What follows belongs to an exercise in optimizing a design on an open flow for small area, a short achievable clock period and few clock cycles per item; a production flow would make more cautious choices. In this exercise RTL edits were held to simulation tests only and were not proved equivalent to the original. Power is estimated from default activity; no workload was simulated.

<file path="standard.sh">
#!/bin/bash
# synth_recipe.tcl (not shown) runs the flow's synth.tcl, then flattens the netlist and writes it again
# the make line also repeats each setting of config.mk as NAME=value (left out here)
make -C /OpenROAD-flow-scripts/flow DESIGN_CONFIG=/design/flow/config.mk WORK_HOME=/design/flow/orfs CLKGATE_MAP_FILE= SYNTH_SCRIPT=/design/flow/synth_recipe.tcl "${@:-finish}"
</file>
<file path="design.v">
module ssaf_chdec (
    input  wire        clk,
    input  wire        rst,         
    input  wire        cmd_valid,
    output wire        cmd_ready,
    input  wire [31:0] cmd_s,
    input  wire [31:0] cmd_d,
    input  wire        k_valid,
    output wire        k_ready,
    input  wire [5:0]  k_data,
    input  wire        d_valid,
    output wire        d_ready,
    input  wire [31:0] d_off,
    input  wire [31:0] d_len,
    input  wire        in_valid,
    output wire        in_ready,
    input  wire [31:0] in_data,
    output reg         out_valid,
    input  wire        out_ready,
    output reg  [31:0] out_data,
    output reg         out_last
);
    integer i;
    function [31:0] pand32;
        input [31:0] x;
        integer l, j;
        reg [31:0] r;
        begin
            r = x;
            for (l = 0; l < 5; l = l + 1)
                for (j = 0; j < 32; j = j + 1)
                    if ((j >> l) & 1)
                        r[j] = r[j] & r[((j >> l) << l) - 1];
            pand32 = r;
        end
    endfunction
    function [31:0] inc32;
        input [31:0] x;
        reg [31:0] c;
        begin
            c = pand32(x);
            inc32 = x ^ {c[30:0], 1'b1};
        end
    endfunction
    function [31:0] dec32;
        input [31:0] x;
        reg [31:0] c;
        begin
            c = pand32(~x);
            dec32 = x ^ {c[30:0], 1'b1};
        end
    endfunction
    function [15:0] carries16;
        input [15:0] a, b;
        input        cin;
        integer l, j;
        reg [15:0] g, t;
        begin
            g = a & b;
            t = a ^ b;
            g[0] = g[0] | (t[0] & cin);
            for (l = 0; l < 4; l = l + 1)
                for (j = 0; j < 16; j = j + 1)
                    if ((j >> l) & 1) begin
                        g[j] = g[j] | (t[j] & g[((j >> l) << l) - 1]);
                        t[j] = t[j] & t[((j >> l) << l) - 1];
                    end
            carries16 = g;
        end
    endfunction
    function [15:0] add16;
        input [15:0] a, b;
        input        cin;
        reg [15:0] c;
        begin
            c = carries16(a, b, cin);
            add16 = a ^ b ^ {c[14:0], cin};
        end
    endfunction
    reg        busy;         
    reg        cack;         
    reg        dack;         
    reg [31:0] pos;          
    reg [31:0] d_left;       
    reg        s_end;        
    reg        d_end;        
    reg        in_run;       
    reg [11:0] cidx;         
    reg        q0v, q1v;
    reg [3:0]  q0, q1;
    wire [31:0] pos_inc  = inc32(pos);
    wire [31:0] d_dec    = dec32(d_left);
    wire [31:0] cidx_inc = inc32({20'd0, cidx});
    wire [31:0] rx  = d_off ^ d_len ^ pos_inc;
    wire [31:0] rk  = (d_off & d_len) | ((d_off | d_len) & ~pos_inc);
    wire run_end    = (rx == {rk[30:0], 1'b0});
    wire desc_ok = busy && !d_end && d_valid && !dack;
    wire need_d  = busy && !d_end && !(d_valid && !dack);
    wire zrun    = desc_ok && (in_run || (pos == d_off));
    wire len0    = (d_len == 32'd0);
    wire sq_zero = zrun && !len0;
    wire zskip   = zrun && len0;
    wire sq_lit  = busy && !need_d && !zrun && !s_end;
    wire done    = busy && d_end && s_end;
    wire push    = (sq_zero || sq_lit) && !q1v;
    wire last    = (pos_inc == cmd_s);
    wire [3:0] push_d = {sq_zero, last, (pos[31:1] == 31'd0),
                         sq_lit && (cidx == 12'd0)};
    assign cmd_ready = cack;
    assign d_ready   = dack;
    reg [31:0] w0, w1;       
    reg        v0, v1;
    reg [4:0]  p;
    reg [4:0]  p_f;          
    reg [5:0]  k;
    reg        in_rem;       
    reg        drop;         
    reg        tv;
    reg        t_comp;       
    reg        t_uk;         
    reg        t_r;          
    reg        t_acc;        
    reg [31:0] t_w;          
    reg [4:0]  t_u;          
    reg [4:0]  t_sh;         
    reg        t_first, t_last;
    reg        zv;
    reg        zacc;         
    reg [31:0] z;
    reg        zfirst, zlast;
    reg [15:0] y2;
    wire out_free = !out_valid || out_ready;
    wire zfree    = !zv || out_free;
    wire tfree    = !tv || zfree;
    wire h_zero  = q0[3];
    wire h_last  = q0[2];
    wire h_first = q0[1];
    wire h_newk  = q0[0];
    assign k_ready  = q0v && !h_zero && h_newk && !tv;
    assign in_ready = !v1;
    wire [63:0] B  = {w0, w1};
    wire [46:0] f1 = p_f[4] ? B[47:1]  : B[63:17];
    wire [38:0] f2 = p_f[3] ? f1[38:0] : f1[46:8];
    wire [34:0] f3 = p_f[2] ? f2[34:0] : f2[38:4];
    wire [32:0] f4 = p_f[1] ? f3[32:0] : f3[34:2];
    wire [31:0] W  = p_f[0] ? f4[31:0] : f4[32:1];
    wire [31:0] pmask = {32{1'b1}} << p;          
    wire [31:0] zw    = ~W & (v1 ? 32'hFFFFFFFF : pmask);
    reg [15:0] l1f; reg [15:0] l1q;
    reg [7:0]  l2f; reg [15:0] l2q;
    reg [3:0]  l3f; reg [11:0] l3q;
    reg [1:0]  l4f; reg [7:0]  l4q;
    reg        in_w;
    reg [4:0]  hj;
    always @(*) begin
        for (i = 0; i < 16; i = i + 1) begin
            l1f[i] = zw[2*i+1] | zw[2*i];
            l1q[i] = zw[2*i+1];
        end
        for (i = 0; i < 8; i = i + 1) begin
            l2f[i] = l1f[2*i+1] | l1f[2*i];
            l2q[2*i +: 2] = l1f[2*i+1] ? {1'b1, l1q[2*i+1]} : {1'b0, l1q[2*i]};
        end
        for (i = 0; i < 4; i = i + 1) begin
            l3f[i] = l2f[2*i+1] | l2f[2*i];
            l3q[3*i +: 3] = l2f[2*i+1] ? {1'b1, l2q[4*i+2 +: 2]} : {1'b0, l2q[4*i +: 2]};
        end
        for (i = 0; i < 2; i = i + 1) begin
            l4f[i] = l3f[2*i+1] | l3f[2*i];
            l4q[4*i +: 4] = l3f[2*i+1] ? {1'b1, l3q[6*i+3 +: 3]} : {1'b0, l3q[6*i +: 3]};
        end
        in_w = l4f[1] | l4f[0];
        hj   = l4f[1] ? {1'b1, l4q[7:4]} : {1'b0, l4q[3:0]};
    end
    wire [4:0] u = ~hj;                           
    wire        k32    = k[5];
    wire [15:0] pk     = add16({11'd0, p}, {10'd0, k}, 1'b0);       
    wire [31:0] m_k    = {32{1'b1}} << k;
    wire [31:0] m_pk   = pk[5] ? 32'd0 : ({32{1'b1}} << pk[4:0]);
    wire fit_w  = |(zw & m_k);
    wire fit_e  = v1 || |(zw & m_pk);
    wire sh_f   = !(|(zw & {m_pk[30:0], 1'b0}));
    wire sh_t   = !(|(zw & {pmask[30:0], 1'b0}));
    wire w_all  = v1 || (p == 5'd0);                            
    wire rem_ok = v1 || !pk[5] || (pk[4:0] == 5'd0);              
    wire h_lit   = q0v && !h_zero && !h_newk && v0 && !drop;
    wire go      = tfree && h_lit;
    wire c_full  = go && !in_rem && in_w && fit_w && fit_e;
    wire c_term  = go && !in_rem && in_w && !fit_w;
    wire c_acc   = go && !in_rem && !in_w && w_all;
    wire c_rem   = go && in_rem && rem_ok;
    wire c_zero  = tfree && q0v && h_zero && !drop;
    wire pop     = c_full || c_rem || c_zero || (c_term && (k == 6'd0));
    wire [15:0] pk1  = add16({11'd0, p}, {10'd0, k}, 1'b1);         
    wire [15:0] qk1  = add16({11'd0, pk1[4:0]}, {11'd0, u}, 1'b0);  
    wire [15:0] qp1  = add16({11'd0, p}, {11'd0, u}, 1'b1);         
    reg  [4:0] pn;
    reg        sh1;
    always @(*) begin
        pn  = p;
        sh1 = 1'b0;
        if (c_full) begin
            pn  = qk1[4:0];
            sh1 = sh_f;
        end else if (c_term) begin
            pn  = qp1[4:0];
            sh1 = sh_t;
        end else if (c_acc) begin
            sh1 = 1'b1;
        end else if (c_rem) begin
            pn  = pk[4:0];
            sh1 = pk[5];
        end else if (drop) begin
            pn  = 5'd0;
            sh1 = (p != 5'd0);
        end
    end
    wire fw = in_valid && !v1;
    wire [15:0] shf = add16({11'd0, ~k[4:0]}, {11'h7FF, ~u}, 1'b1);
    wire [4:0]  shr = ~k[4:0] + 5'd1;
    wire [31:0] rraw  = t_w >> t_sh;
    wire [31:0] kmask = ~({32{1'b1}} << k);      
    wire [31:0] k32m  = {kmask[26:0], 5'h1F};    
    wire [31:0] uk    = {27'd0, t_u} << k;
    wire [31:0] base  = zacc ? z : 32'd0;
    wire [31:0] zsum  = base | (t_uk ? uk : 32'd0) | (t_r ? (rraw & kmask) : 32'd0);
    wire [31:0] zinc  = inc32(base | k32m);       
    wire        take  = tv && zfree;
    wire [31:0] e   = (z >> 1) ^ {32{z[0]}};
    wire [15:0] pa  = {out_data[14:0], 1'b0};
    wire [15:0] pb  = ~y2;
    wire [15:0] pc  = e[15:0];
    wire [15:0] ps  = pa ^ pb ^ pc;
    wire [15:0] pcy = (pa & pb) | (pa & pc) | (pb & pc);
    wire [15:0] ysum = add16(ps, {pcy[14:0], 1'b1}, 1'b0);
    always @(posedge clk)
        p_f <= pn;
    always @(posedge clk) begin
        if (rst) begin
            busy      <= 1'b0;
            cack      <= 1'b0;
            dack      <= 1'b0;
            in_run    <= 1'b0;
            q0v       <= 1'b0;
            q1v       <= 1'b0;
            v0        <= 1'b0;
            v1        <= 1'b0;
            p         <= 5'd0;
            in_rem    <= 1'b0;
            drop      <= 1'b0;
            tv        <= 1'b0;
            zv        <= 1'b0;
            zacc      <= 1'b0;
            out_valid <= 1'b0;
        end else begin
            cack <= 1'b0;
            dack <= 1'b0;
            if (cmd_valid && !busy && !cack) begin
                busy   <= 1'b1;
                pos    <= 32'd0;
                d_left <= cmd_d;
                cidx   <= 12'd0;
                s_end  <= (cmd_s == 32'd0);
                d_end  <= (cmd_d == 32'd0);
                in_run <= 1'b0;
            end
            if (done) begin
                busy <= 1'b0;
                cack <= 1'b1;
            end
            if (zskip || (push && sq_zero && run_end)) begin
                dack  <= 1'b1;
                d_left <= d_dec;
                d_end  <= (d_left == 32'd1);
            end
            if (push) begin
                pos   <= pos_inc;
                s_end <= last;
                if (sq_lit)
                    cidx <= cidx_inc[11:0];
                if (sq_zero)
                    in_run <= !run_end;
            end
            if (!q1v)
                q1 <= push_d;
            if (pop) begin
                q0v <= q1v || push;
                q0  <= q1v ? q1 : push_d;
                q1v <= 1'b0;
            end else begin
                if (!q0v)
                    q0 <= push_d;
                q0v <= q0v || push;
                q1v <= q1v || (q0v && push);
                if (k_valid && k_ready)
                    q0[0] <= 1'b0;
            end
            if (k_valid && k_ready)
                k <= k_data;
            drop <= pop && h_last;
            p    <= pn;
            v0   <= sh1 ? (v1 || fw) : (v0 || fw);
            v1   <= !sh1 && (v1 || (fw && v0));
            if (fw)
                w1 <= in_data;
            if (sh1)
                w0 <= v1 ? w1 : in_data;
            else if (!v0)
                w0 <= in_data;
            if (c_term && (k != 6'd0))
                in_rem <= 1'b1;
            else if (c_rem)
                in_rem <= 1'b0;
            if (take)
                tv <= 1'b0;
            if (tfree) begin
                t_w     <= W;
                t_u     <= u;
                t_sh    <= in_rem ? shr : shf[4:0];
                t_first <= h_first;
                t_last  <= h_last;
            end
            if (c_full || c_term || c_acc || c_rem || c_zero) begin
                tv     <= 1'b1;
                t_comp <= pop;
                t_uk   <= c_full || c_term;
                t_r    <= c_full || c_rem;
                t_acc  <= c_acc;
            end
            if (zv && out_free)
                zv <= 1'b0;
            if (take) begin
                z      <= t_acc ? zinc : zsum;
                zv     <= t_comp;
                zacc   <= !t_comp;
                zfirst <= t_first;
                zlast  <= t_last;
            end
            if (out_valid && out_ready)
                out_valid <= 1'b0;
            if (zv && out_free) begin
                out_valid <= 1'b1;
                out_last  <= zlast;
                y2        <= out_data[15:0];
                out_data  <= zfirst ? e : {{16{ysum[15]}}, ysum};
            end
        end
    end
endmodule
</file>
<file path="constraint.sdc">
create_clock -name core_clock -period 10.0 [get_ports {clk}]
set_input_delay 2.0000 -clock core_clock [delete_from_list [all_inputs] [get_ports {clk}]]
set_output_delay 2.0000 -clock core_clock [all_outputs]
set_load 0.01 [all_outputs]
</file>
<file path="flow/run.sh">
#!/bin/bash
# The standard layout (standard.sh: the standard synthesis and ORFS
# steps), with the port buffers made of buf_2 cells instead of the delay
# buffers buffer_ports picks by default, and timing repair asked for 5.5 ns
# of setup slack. make's output goes to standard_make.log; each ORFS step
# keeps its own log under orfs/logs/.
set -euo pipefail
bash standard.sh finish "BUFFER_PORTS_ARGS=-buffer_cell sky130_fd_sc_hd__buf_2" \
    SETUP_SLACK_MARGIN=5.5 > standard_make.log 2>&1
</file>
<file path="config.mk">
export PLATFORM = sky130hd
export DESIGN_NAME = ssaf_chdec
export DESIGN_NICKNAME = ssaf_chdec
export VERILOG_FILES = /design/flow/design.v
export SDC_FILE = /design/flow/constraint.sdc
export NUM_CORES = 4
export LEC_CHECK = 0
export ABC_AREA = 1
export CAP_MARGIN = 20
export CORE_MARGIN = 2
export CORE_UTILIZATION = 40
export CTS_BUF_LIST = sky130_fd_sc_hd__clkbuf_4
export PLACE_DENSITY = 0.6
export SLEW_MARGIN = 20
</file>
==> results of run 1 <==
## worst paths after layout
kind	to	cells after the start	slack, ns	start
worst max-delay path	d_left[16]	24	5.56	pos[1]
worst max register to register	d_left[16]	24	5.56	pos[1]
worst min-delay path	out_last	0	0.41	zlast
worst min register to register	out_last	0	0.41	zlast
## kinds of logic after synthesis
group / synth area share, %
buffers and inverters: 8.12
AOI/OAI and AO/OA: 10.3
and+or+nand+nor: 32.3
xor gates and xnor gates: 4.66
DFF: 36.7
muxes: 0.444
adders and majority gates: 7.42
## sequential cells by signal, indices dropped and copies added (netlist names), 6 cells and up
name	cells
y2	16
cidx	12
z	32
out_data	32
k	6
w0	32
t_w	32
d_left	32
pos	32
w1	32
## power by group through the flow
stage | sequential, mW | clock, mW | combinational [mW]
global placement | 1.57 | 0 | 0.707
floorplan | 1.54 | 0 | 0.478
CTS | 1.54 | 1.29 | 0.730
global route | 1.55 | 1.35 | 0.849
detailed placement | 1.57 | 0 | 0.706
finish | 1.55 | 1.25 | 0.773
## through the flow
stage	hold slack (ns)	utilization [%]
floorplan	0.400	-
global route	0.424	47.2
detailed placement	0.412	43.0
global placement	0.403	43.0
CTS	0.415	45.9
finish	0.414	47.2
## per-layer routing
layer / global-route usage, % / vias up / share of wire [%]
met5: 0 / - / 0.015
met4: 10.8 / 2 / 3.7
met3: 4.63 / 172 / 8.3
met2: 42.6 / 1072 / 45
met1: 36.9 / 11500 / 43
li1: - / 11900 / -
## cells in the final DEF, fill, tap and decap left out, types with 62 or more instances in the layout
cell / netlist / routed
a21oi_1: 102 / 96
buf_2: 30 / 210
buf_4: 8 / 67
clkbuf_4: 0 / 137
edfxtp_1: 287 / 287
inv_1: 353 / 340
nand2_1: 871 / 860
nand3_1: 412 / 357
nand3_2: 13 / 62
nand4_1: 103 / 103
nor2_1: 256 / 245
o21ai_0: 219 / 208
xor2_1: 79 / 79
## cells in the mapped netlist (27+ instances only)
| library cell | number |
|---|---|
| xnor2_1 | 49 |
| o21ai_0 | 219 |
| clkbuf_1 | 69 |
| ha_1 | 51 |
| inv_1 | 353 |
| nand2_1 | 871 |
| fa_1 | 60 |
| a21oi_1 | 102 |
| nor3_1 | 35 |
| or2_2 | 27 |
| xor2_1 | 79 |
| nor4_1 | 43 |
| nand4_1 | 103 |
| edfxtp_1 | 287 |
| nand3_1 | 412 |
| nor2_1 | 256 |
| buf_2 | 30 |
## layout make-up
cell class / instances / area, um^2 / area share (%)
clock buffers: 137 / 1030 / 3.54
flip-flops and latches: 311 / 9110 / 31.4
clock inverters: 34 / 165 / 0.569
multi-input cells: 2514 / 14400 / 49.5
well taps: 790 / 988 / 3.40
diodes: 2 / 5.00 / 0.0172
inverters: 376 / 1500 / 5.15
repair buffers: 296 / 1870 / 6.44
## repair_timing
action / in CTS / in global routing
hold endpoints to repair: 0 / 0
resized for setup: 63 / 133
pin swaps: 20 / 29
buffers inserted: 38 / 22
hold buffers: 0 / 0
cloned: 7 / 6
setup endpoints to repair: 202 / 214
==> flow_metrics.env, run 1 <==
export IMPL_status="timing/DRC/antenna clean"
export IMPL_stdcell_count=4460
export IMPL_postSynthAreaPerCell_um2=7.46
export IMPL_fmax_ghz=0.225
export IMPL_synthToLayoutAreaGrowth_pct=17.2
export IMPL_synth_seq_cells=311
export IMPL_switching_share_pct=33.3
export IMPL_row_count=91
export IMPL_final_layout_size_suffix_gt1_share_pct=18.1
export IMPL_leakage_nw=12.8
export IMPL_path_delay_family="simple AND/OR/NAND/NOR gates"
export IMPL_globalplace_congestion=1.09
export IMPL_antenna_found_initial=3
export IMPL_hold_viol_final=0
export IMPL_grt_pass1_vias=23100
export IMPL_fin_nets=3876
export IMPL_core_mm2=0.0615
export IMPL_power_total_mw=3.57
export IMPL_firstDrtPassIters=6
export IMPL_syn_area_mm2=0.0248
export IMPL_cpMostUsedCell="nand2_1"
export IMPL_yosys_area_top_type_share_pct=34.8
export IMPL_grt_overflow_total=0
export IMPL_comb_power_share_pct=21.7
export IMPL_seq_area_frac_synth_pct=36.7
export IMPL_drv_slew=0
export IMPL_synthCells=3321
export IMPL_crit_chain="ha_2, nand3_4, nor2_4, nand2_2, inv_2, nand2_1, nor2_4, nand4_1, nor2_1, nand2_1, nor2_1, ha_2, xnor2_2, inv_1, fa_1, xnor2_1, a2111oi_2, o2111ai_1, nor3_2, nand2_1, o21ai_4, nand2_4, a21oi_4, buf_4"
export IMPL_drtIter0Drc=2654
export IMPL_root_buffer="clkbuf_4"
export IMPL_p_int_mw=2.38
export IMPL_nFillCells=6330
export IMPL_numCtsBuffers=93
export IMPL_grt_pass1_wl_um=133000
export IMPL_worstPathArrival_ns=5.03
export IMPL_p_per_area_mw_per_mm2=123
export IMPL_fin_crit_ns=4.44
export IMPL_synthFlopType="edfxtp_1"
export IMPL_cts_tree="yes"
export IMPL_seq_power_share_pct=43.3
export IMPL_synthArstFlopShare_pct=0
export IMPL_setup_tns_final_ns=0
export IMPL_ys_warn_count=1
export IMPL_post_dp_hpwl_um=66700
export IMPL_grtUsageTotal_pct=27.1
export IMPL_end_kind="flop"
export IMPL_synth_distinct_cells=62
export IMPL_max_slew_margin_rel_pct=29.2
export IMPL_drtAntennaViolNets=0
export IMPL_wl_per_cell_um=19.8
export IMPL_clkLatencyLatePin_ns=0.89
export IMPL_grt_max_degree=49
export IMPL_ir_worst_vdd_v=0.0000750
export IMPL_synth_net_count=3605
export IMPL_drt_vias_per_instance=5.52
export IMPL_clock_sinks=311
export IMPL_setup_viol=0
export IMPL_max_cap_violations=0
export IMPL_place_area_mm2=0.0264
export IMPL_vias=24600
export IMPL_htreeDepth=3
export IMPL_port_buffers=210
export IMPL_clk_path_buf_depth=3
export IMPL_synth_edf_count=287
export IMPL_drc=0
export IMPL_worst_path_buf_inv=3
export IMPL_min_period_over_period_pct=44.4
export IMPL_required_ns=10.59
export IMPL_die_x_um=253
export IMPL_die_h_um=253
export IMPL_critPathKind="flop to flop"
export IMPL_dp_slack_ns=3.96
export IMPL_p_switching_mw=1.19
export IMPL_crit_path_max_incr_delay_ns=0.44
export IMPL_crit_path_max_fanout=7
export IMPL_start_util_pct=40.3
export IMPL_drt_total_wl_um=88100
export IMPL_cp_start_kind="flop"
export IMPL_rsz0062_at_grt="yes"
export IMPL_fin_skew_ns=0.0911
export IMPL_place_inst=4214
export IMPL_clkPwrFrac_pct=35.0
export IMPL_clk_pin_slew_worst_paths_ns=0.07
export IMPL_final_area_mm2=0.0290
export IMPL_dieArea_mm2=0.0640
export IMPL_netlist_top_cells_area="edfxtp_1 (35%), nand2_1 (13%), nand3_1 (8.3%), inv_1 (5.3%), fa_1 (4.8%)"
export IMPL_yosys_area_top_type="edfxtp_1"
export IMPL_max_slew_worst_pin_slew_ns=1.06
export IMPL_hp_class="flop to flop"
export IMPL_timing_final_ws_setup_ns=5.56
export IMPL_top_level_ports=211
export IMPL_slowest_stage="fa_1"
Testbench counts, summed over its fixed seeds: cycles 100,897, items 100,391.
==> run 2: changes to the inputs <==
--- a/config.mk
+++ b/config.mk
@@ -9,6 +9,5 @@
 export CAP_MARGIN = 20
 export CORE_MARGIN = 2
 export CORE_UTILIZATION = 40
-export CTS_BUF_LIST = sky130_fd_sc_hd__clkbuf_4
 export PLACE_DENSITY = 0.6
 export SLEW_MARGIN = 20
==> run 2 against run 1 <==
Effect of this change: sequential cell count unchanged; register-to-register slack improved by 0.03 ns; routed wire length decreased by 0.77%; die area unchanged; largest cell class unchanged.
==> flow_metrics.env, run 2 <==
export IMPL_worstPathArrival_ns=4.72
export IMPL_fmax_ghz=0.227
export IMPL_grt_max_degree=49
export IMPL_htreeDepth=2
export IMPL_syn_area_mm2=0.0248
export IMPL_synth_seq_cells=311
export IMPL_setup_tns_final_ns=0
export IMPL_top_level_ports=211
export IMPL_drtIter0Drc=2538
export IMPL_drt_vias_per_instance=5.56
export IMPL_clkLatencyLatePin_ns=0.59
export IMPL_clk_pin_slew_worst_paths_ns=0.06
export IMPL_p_int_mw=2.57
export IMPL_fin_nets=3818
export IMPL_timing_final_ws_setup_ns=5.59
export IMPL_grt_pass1_wl_um=132000
export IMPL_path_depth=25
export IMPL_drc=0
export IMPL_cts_tree="yes"
export IMPL_yosys_area_top_type="edfxtp_1"
export IMPL_post_dp_hpwl_um=66700
export IMPL_switching_share_pct=31.6
export IMPL_seq_power_share_pct=41.2
export IMPL_clk_path_buf_depth=3
export IMPL_synthCells=3321
export IMPL_worst_path_buf_inv=4
export IMPL_yosys_area_top_type_share_pct=34.8
export IMPL_die_h_um=253
export IMPL_dp_slack_ns=3.96
export IMPL_slowest_stage="fa_1"
export IMPL_netlist_top_cells_area="edfxtp_1 (35%), nand2_1 (13%), nand3_1 (8.3%), inv_1 (5.3%), fa_1 (4.8%)"
export IMPL_antenna_found_initial=3
export IMPL_mostFrequentLayoutCells="nand2_1 (860), inv_1 (341), nand3_1 (338)"
export IMPL_reg2reg_to="d_end"
export IMPL_r2r_start="pos[1]"
export IMPL_final_layout_size_suffix_gt1_share_pct=16.5
export IMPL_postSynthAreaPerCell_um2=7.46
export IMPL_drv_slew=0
export IMPL_ir_worst_vdd_v=0.000106
export IMPL_nFillCells=6230
export IMPL_fin_hold_ws_ns=0.422
export IMPL_synth_net_count=3605
export IMPL_min_period_over_period_pct=44.1
export IMPL_cp_start_kind="flop"
export IMPL_drtAntennaViolNets=0
export IMPL_ctsHoldBuffers=0
export IMPL_place_inst=4214
export IMPL_status="timing/DRC/antenna clean"
export IMPL_grt_pass1_vias=22600
export IMPL_stdcell_count=4355
export IMPL_die_x_um=253
export IMPL_setup_worst_path_start="pos[1]"
export IMPL_synth_distinct_cells=62
export IMPL_hp_class="flop to flop"
export IMPL_numCtsBuffers=39
export IMPL_synth_most_common_cell="nand2_1"
export IMPL_port_buffers=210
export IMPL_rsz0062_at_grt="yes"
export IMPL_max_slew_worst_pin_slew_ns=1.05
export IMPL_grtUsageTotal_pct=26.8
export IMPL_setup_worst_path_end="d_end"
export IMPL_end_kind="flop"
export IMPL_max_cap_violations=0
export IMPL_worstRegToRegCells=25
export IMPL_synthFlopType="edfxtp_1"
export IMPL_rrSetupSlack_ns=5.59
export IMPL_clkPwrFrac_pct=38.1
export IMPL_ys_warn_count=1
export IMPL_root_buffer="clkbuf_16"
export IMPL_start_util_pct=40.3
export IMPL_grt_overflow_total=0
export IMPL_fin_skew_ns=0.0219
export IMPL_seq_area_frac_synth_pct=36.7
export IMPL_comb_power_share_pct=20.7
export IMPL_leakage_nw=12.7
export IMPL_drt_total_wl_um=87500
export IMPL_crit_path_max_incr_delay_ns=0.44
export IMPL_dieArea_mm2=0.0640
export IMPL_required_ns=10.30
export IMPL_setup_viol=0
export IMPL_synthToLayoutAreaGrowth_pct=18.1
export IMPL_core_mm2=0.0615
export IMPL_wl_per_cell_um=20.1
export IMPL_globalplace_congestion=1.09
export IMPL_crit_path_max_fanout=8
export IMPL_vias=24200
export IMPL_synth_commonest_cells="nand2_1 (871), nand3_1 (412), inv_1 (353)"
export IMPL_p_switching_mw=1.18
export IMPL_fin_crit_ns=4.41
export IMPL_row_count=91
export IMPL_synth_edf_count=287
export IMPL_max_slew_margin_rel_pct=30.2
export IMPL_critPathKind="flop to flop"
export IMPL_hold_viol_final=0
export IMPL_p_per_area_mw_per_mm2=128
export IMPL_path_delay_family="simple AND/OR/NAND/NOR gates"
export IMPL_clock_sinks=311
export IMPL_firstDrtPassIters=6
export IMPL_synthArstFlopShare_pct=0
export IMPL_final_common_cell="nand2_1"
-- run 2: cell counts after synthesis --
Identical to the previous run, type by type.
-- run 2: logic make-up (layout without fill, tap and decap cells) --
group	Yosys count	in the layout	synth area share (%)
AOI/OAI and AO/OA	454	457	10.3
xor gates and xnor gates	130	130	4.66
adders and majority gates	111	111	7.42
buffers and inverters	504	739	8.12
DFF	311	311	36.7
muxes	11	11	0.444
other	0	1	0
and+or+nand+nor	1800	1805	32.3
-- run 2: through the flow --
step / power [mW] / instance area (um^2) / utilization [%]
6_report: 3.75 / 29300 / 47.6
5_1_grt: 3.91 / 29300 / 47.6
4_1_cts: 3.73 / 28500 / 46.3
3_5_place_dp: 2.28 / 26400 / 43.0
3_3_place_gp: 2.28 / 26400 / 43.0
2_1_floorplan: 2.02 / 24800 / -
-- run 2: power by group through the flow --
| stage | Clock [mW] | Sequential, mW | Combinational (mW) |
|---|---|---|---|
| finish | 1.43 | 1.55 | 0.777 |
| CTS | 1.46 | 1.54 | 0.735 |
| global route | 1.50 | 1.55 | 0.854 |
| floorplan | 0 | 1.54 | 0.478 |
| global placement | 0 | 1.57 | 0.707 |
| detailed placement | 0 | 1.57 | 0.706 |
-- run 2: how the worst min path moves through the flow --
stage                     startpoint  depth (start not counted)  slack (ns)       end
final                          zlast                          0        0.42  out_last
after global routing           zlast                          0        0.43  out_last
after global placement         zlast                          0        0.40  out_last
after detailed placement       zlast                          0        0.41  out_last
after floorplan                zlast                          0        0.40  out_last
after CTS                      zlast                          0        0.43  out_last
-- run 2: cell type report --
cell class	instances	area, um^2	area share [%]
diodes	1	2.50	0.00855
clock buffers	44	1050	3.58
clock inverters	27	245	0.838
inverters	376	1510	5.15
multi-input cells	2514	14500	49.5
flip-flops and latches	311	9110	31.1
well taps	790	988	3.38
repair buffers	292	1880	6.43
-- run 2: timing repair --
action / CTS / global route
buffers inserted: 41 / 17
endpoints found under the setup margin: 202 / 217
pin swaps: 23 / 26
hold endpoints to repair: 0 / 0
cloned: 7 / 4
gates resized for setup: 70 / 134
-- run 2: layer usage --
metal | part of all wire, % | routed length, um | vias up | GRT usage [%]
li1 | - | - | 11700 | -
met1 | 43 | 37700 | 11300 | 36.4
met3 | 8.1 | 7080 | 172 | 5.29
met5 | 0.015 | 13 | - | 0
met4 | 3.9 | 3440 | 2 | 9.77
met2 | 45 | 39200 | 990 | 42.5
==> run 3: changes to the inputs <==
==> flow/run.sh (replaced) <==
#!/bin/bash
# The standard layout (standard.sh: the standard synthesis and ORFS
# steps), with the port buffers made of buf_2 cells instead of the delay
# buffers buffer_ports picks by default. make's output goes to
# standard_make.log; each ORFS step keeps its own log under orfs/logs/.
set -euo pipefail
bash standard.sh finish "BUFFER_PORTS_ARGS=-buffer_cell sky130_fd_sc_hd__buf_2" > standard_make.log 2>&1
--- a/config.mk
+++ b/config.mk
@@ -10,4 +10,5 @@
 export CORE_MARGIN = 2
 export CORE_UTILIZATION = 40
 export PLACE_DENSITY = 0.6
+export SETUP_SLACK_MARGIN = 5
 export SLEW_MARGIN = 20
==> run 3 against run 2 <==
Effect of this change: sequential cell count stayed put; routed wire length is 4.1% lower; largest cell class unchanged; worst hold slack got worse by 0.0017 ns; cell count decreased by 1.1%; critical path type unchanged; combinational power down 5.1%; global-route usage decreased by 0.79 points; die area is the same; count of clock-buffer cells in the layout up 4; non-clock buffer count is 41 lower.
==> flow_metrics.env, run 3 <==
export IMPL_top_level_ports=211
export IMPL_drtIter0Drc=2378
export IMPL_ys_warn_count=1
export IMPL_cp_start_kind="flop"
export IMPL_synthToLayoutAreaGrowth_pct=13.5
export IMPL_setup_tns_final_ns=0
export IMPL_final_common_cell="nand2_1"
export IMPL_crit_chain="ha_1, nand3_1, nor2_1, nand2_1, inv_1, nand2_1, nor2_2, nand4_1, nor2_1, nand2_1, nor2_1, ha_1, xnor2_2, inv_1, fa_1, xnor2_1, a2111oi_2, o2111ai_1, nor3_2, nand2_1, o21ai_4, nand2_4, a21oi_4, buf_12"
export IMPL_globalplace_congestion=1.04
export IMPL_wl_per_cell_um=19.5
export IMPL_cts_tree="yes"
export IMPL_timing_final_ws_setup_ns=5.20
export IMPL_yosys_area_top_type="edfxtp_1"
export IMPL_numCtsBuffers=37
export IMPL_fin_util_pct=45.7
export IMPL_synth_edf_count=287
export IMPL_grtUsageTotal_pct=26.1
export IMPL_synth_most_common_cell="nand2_1"
export IMPL_clkLatencyLatePin_ns=0.57
export IMPL_final_area_mm2=0.0281
export IMPL_rrSetupSlack_ns=5.20
export IMPL_grt_max_degree=49
export IMPL_p_switching_mw=1.12
export IMPL_worstPathArrival_ns=5.08
export IMPL_synth_distinct_cells=62
export IMPL_drv_slew=0
export IMPL_max_cap_violations=0
export IMPL_htreeDepth=2
export IMPL_max_slew_margin_rel_pct=31.0
export IMPL_dp_slack_ns=3.82
export IMPL_status="timing/DRC/antenna clean"
export IMPL_netlist_top_cells_area="edfxtp_1 (35%), nand2_1 (13%), nand3_1 (8.3%), inv_1 (5.3%), fa_1 (4.8%)"
export IMPL_synth_seq_cells=311
export IMPL_final_layout_size_suffix_gt1_share_pct=11.9
export IMPL_clock_sinks=311
export IMPL_syn_area_mm2=0.0248
export IMPL_yosys_area_top_type_share_pct=34.8
export IMPL_grt_overflow_total=0
export IMPL_rsz0062_at_grt="yes"
export IMPL_port_buffers=210
export IMPL_post_dp_hpwl_um=65600
export IMPL_max_slew_worst_pin_slew_ns=1.03
export IMPL_synth_net_count=3605
export IMPL_root_buffer="clkbuf_16"
export IMPL_start_util_pct=40.3
export IMPL_fmax_ghz=0.209
export IMPL_synthCells=3321
export IMPL_synthArstFlopShare_pct=0
export IMPL_clkPwrFrac_pct=37.6
export IMPL_fin_skew_ns=0.0312
export IMPL_p_int_mw=2.54
export IMPL_hold_viol_final=0
export IMPL_antenna_found_initial=2
export IMPL_crit_path_max_incr_delay_ns=0.45
export IMPL_fin_hold_ws_ns=0.420
export IMPL_vias=23700
export IMPL_synth_commonest_cells="nand2_1 (871), nand3_1 (412), inv_1 (353)"
export IMPL_end_kind="flop"
export IMPL_place_inst=4213
export IMPL_die_h_um=253
export IMPL_grt_pass1_wl_um=129000
export IMPL_seq_area_frac_synth_pct=36.7
export IMPL_seq_power_share_pct=42.2
export IMPL_hp_class="flop to flop"
export IMPL_leakage_nw=12.3
export IMPL_ir_worst_vdd_v=0.000109
export IMPL_stdcell_count=4308
export IMPL_switching_share_pct=30.7
export IMPL_cpMostUsedCell="nand2_1"
export IMPL_drt_vias_per_instance=5.50
export IMPL_die_x_um=253
export IMPL_synthFlopType="edfxtp_1"
export IMPL_fin_crit_ns=4.80
export IMPL_clk_path_buf_depth=3
export IMPL_drtAntennaViolNets=0
export IMPL_p_per_area_mw_per_mm2=130
export IMPL_critPathKind="flop to flop"
export IMPL_drt_total_wl_um=83900
export IMPL_drc=0
export IMPL_min_period_over_period_pct=48.0
export IMPL_ctsHoldBuffers=0
export IMPL_place_area_mm2=0.0264
export IMPL_postSynthAreaPerCell_um2=7.46
export IMPL_grt_pass1_vias=22200
export IMPL_core_mm2=0.0615
export IMPL_crit_path_max_fanout=17
export IMPL_comb_power_share_pct=20.1
export IMPL_slowest_stage="fa_1"
export IMPL_dieArea_mm2=0.0640
export IMPL_clk_pin_slew_worst_paths_ns=0.06
export IMPL_required_ns=10.28
export IMPL_row_count=91
export IMPL_setup_viol=0
export IMPL_fin_nets=3773
export IMPL_mostFrequentLayoutCells="nand2_1 (871), nand3_1 (411), inv_1 (352)"
export IMPL_firstDrtPassIters=6
export IMPL_power_total_mw=3.66
==> run 3: power groups by stage <==
stage / sequential, mW / combinational [mW] / clock [mW]
detailed placement: 1.57 / 0.700 / 0
floorplan: 1.54 / 0.477 / 0
finish: 1.54 / 0.737 / 1.38
global placement: 1.57 / 0.701 / 0
CTS: 1.54 / 0.716 / 1.41
global route: 1.55 / 0.814 / 1.46
==> run 3: final timing paths <==
path         startpoint    endpoint  cells after the start
max              pos[1]  d_left[12]                     24
max reg2reg      pos[1]  d_left[12]                     24
min reg2reg       q0[1]     t_first                      0
min               q0[1]     t_first                      0
==> run 3: logic make-up after synthesis <==
logic type                 Yosys count  synth area share (%)
AOI/OAI and AO/OA                  454                  10.3
adders and majority gates          111                  7.42
xor gates and xnor gates           130                  4.66
DFF                                311                  36.7
buffers and inverters              504                  8.12
muxes                               11                 0.444
and+or+nand+nor                   1800                  32.3
==> run 3: metal layers <==
layer / share of wire, % / track usage (%) / vias up
li1: - / - / 11600
met3: 7.7 / 3.87 / 138
met2: 46 / 41.9 / 962
met4: 3.3 / 8.17 / 0
met1: 43 / 36.1 / 11000
met5: 0 / 0 / -
==> run 3: repair_timing <==
action,4_1_cts,5_1_grt
pin swaps,7,4
setup endpoints to repair,166,195
cloned,5,1
buffers inserted,10,11
gates resized for setup,21,27
==> run 3: worst max-delay path, delay by kind of cell (launching register included) <==
family / cells / cell delay, ns
AOI/OAI and AO/OA: 4 / 0.92
buffers and inverters: 3 / 0.38
adders and majority gates: 3 / 0.84
xor gates and xnor gates: 2 / 0.31
and+or+nand+nor: 12 / 1.65
DFF: 1 / 0.39
==> run 3: area by class of cell <==
cell class,instances,area [um^2]
Antenna cell,1,2.50
Inverter,376,1450
Multi-Input combinational cell,2511,13900
Tap cell,790,988
Sequential cell,311,9100
Timing Repair Buffer,251,1460
Clock buffer,48,1020
Fill cell,6313,33400
Clock inverter,19,220
Timing Repair inverter,1,8.76

-- separate check: timing with driven ports --
In the flow no input, the clock included, has a driving cell. The finished layouts below were timed again as built, in two steps. Step 1 assumes that a clkbuf_16 drives the clock port and a buf_2 every other input. Step 2 times the ports against the registers' clock, not the clock port: input delays grow and output delays shrink by t, the midpoint of the rising clock arrivals with the driver on. a / b / c = ideal ports / drivers / drivers and shift; a / b = the first two.
run | shift t [ns] | setup WS [ns] | worst hold slack (ns) | clock arrival spread, ns | pins driven straight from the clock port
run 1 | 0.902 | 5.558 / 5.558 / 4.813 | 0.414 / 0.414 / 0.414 | 0.091 / 0.091 | 1
run 2 | 0.641 | 5.587 / 5.587 / 5.127 | 0.422 / 0.422 / 0.422 | 0.022 / 0.021 | 1
run 3 | 0.624 | 5.205 / 5.205 / 4.805 | 0.420 / 0.420 / 0.420 | 0.034 / 0.034 | 1
After both steps every run listed still meets setup and hold. The setup slack of run 1, which loses most, moves by 0.000 ns with the drivers and by -0.745 ns with both steps.
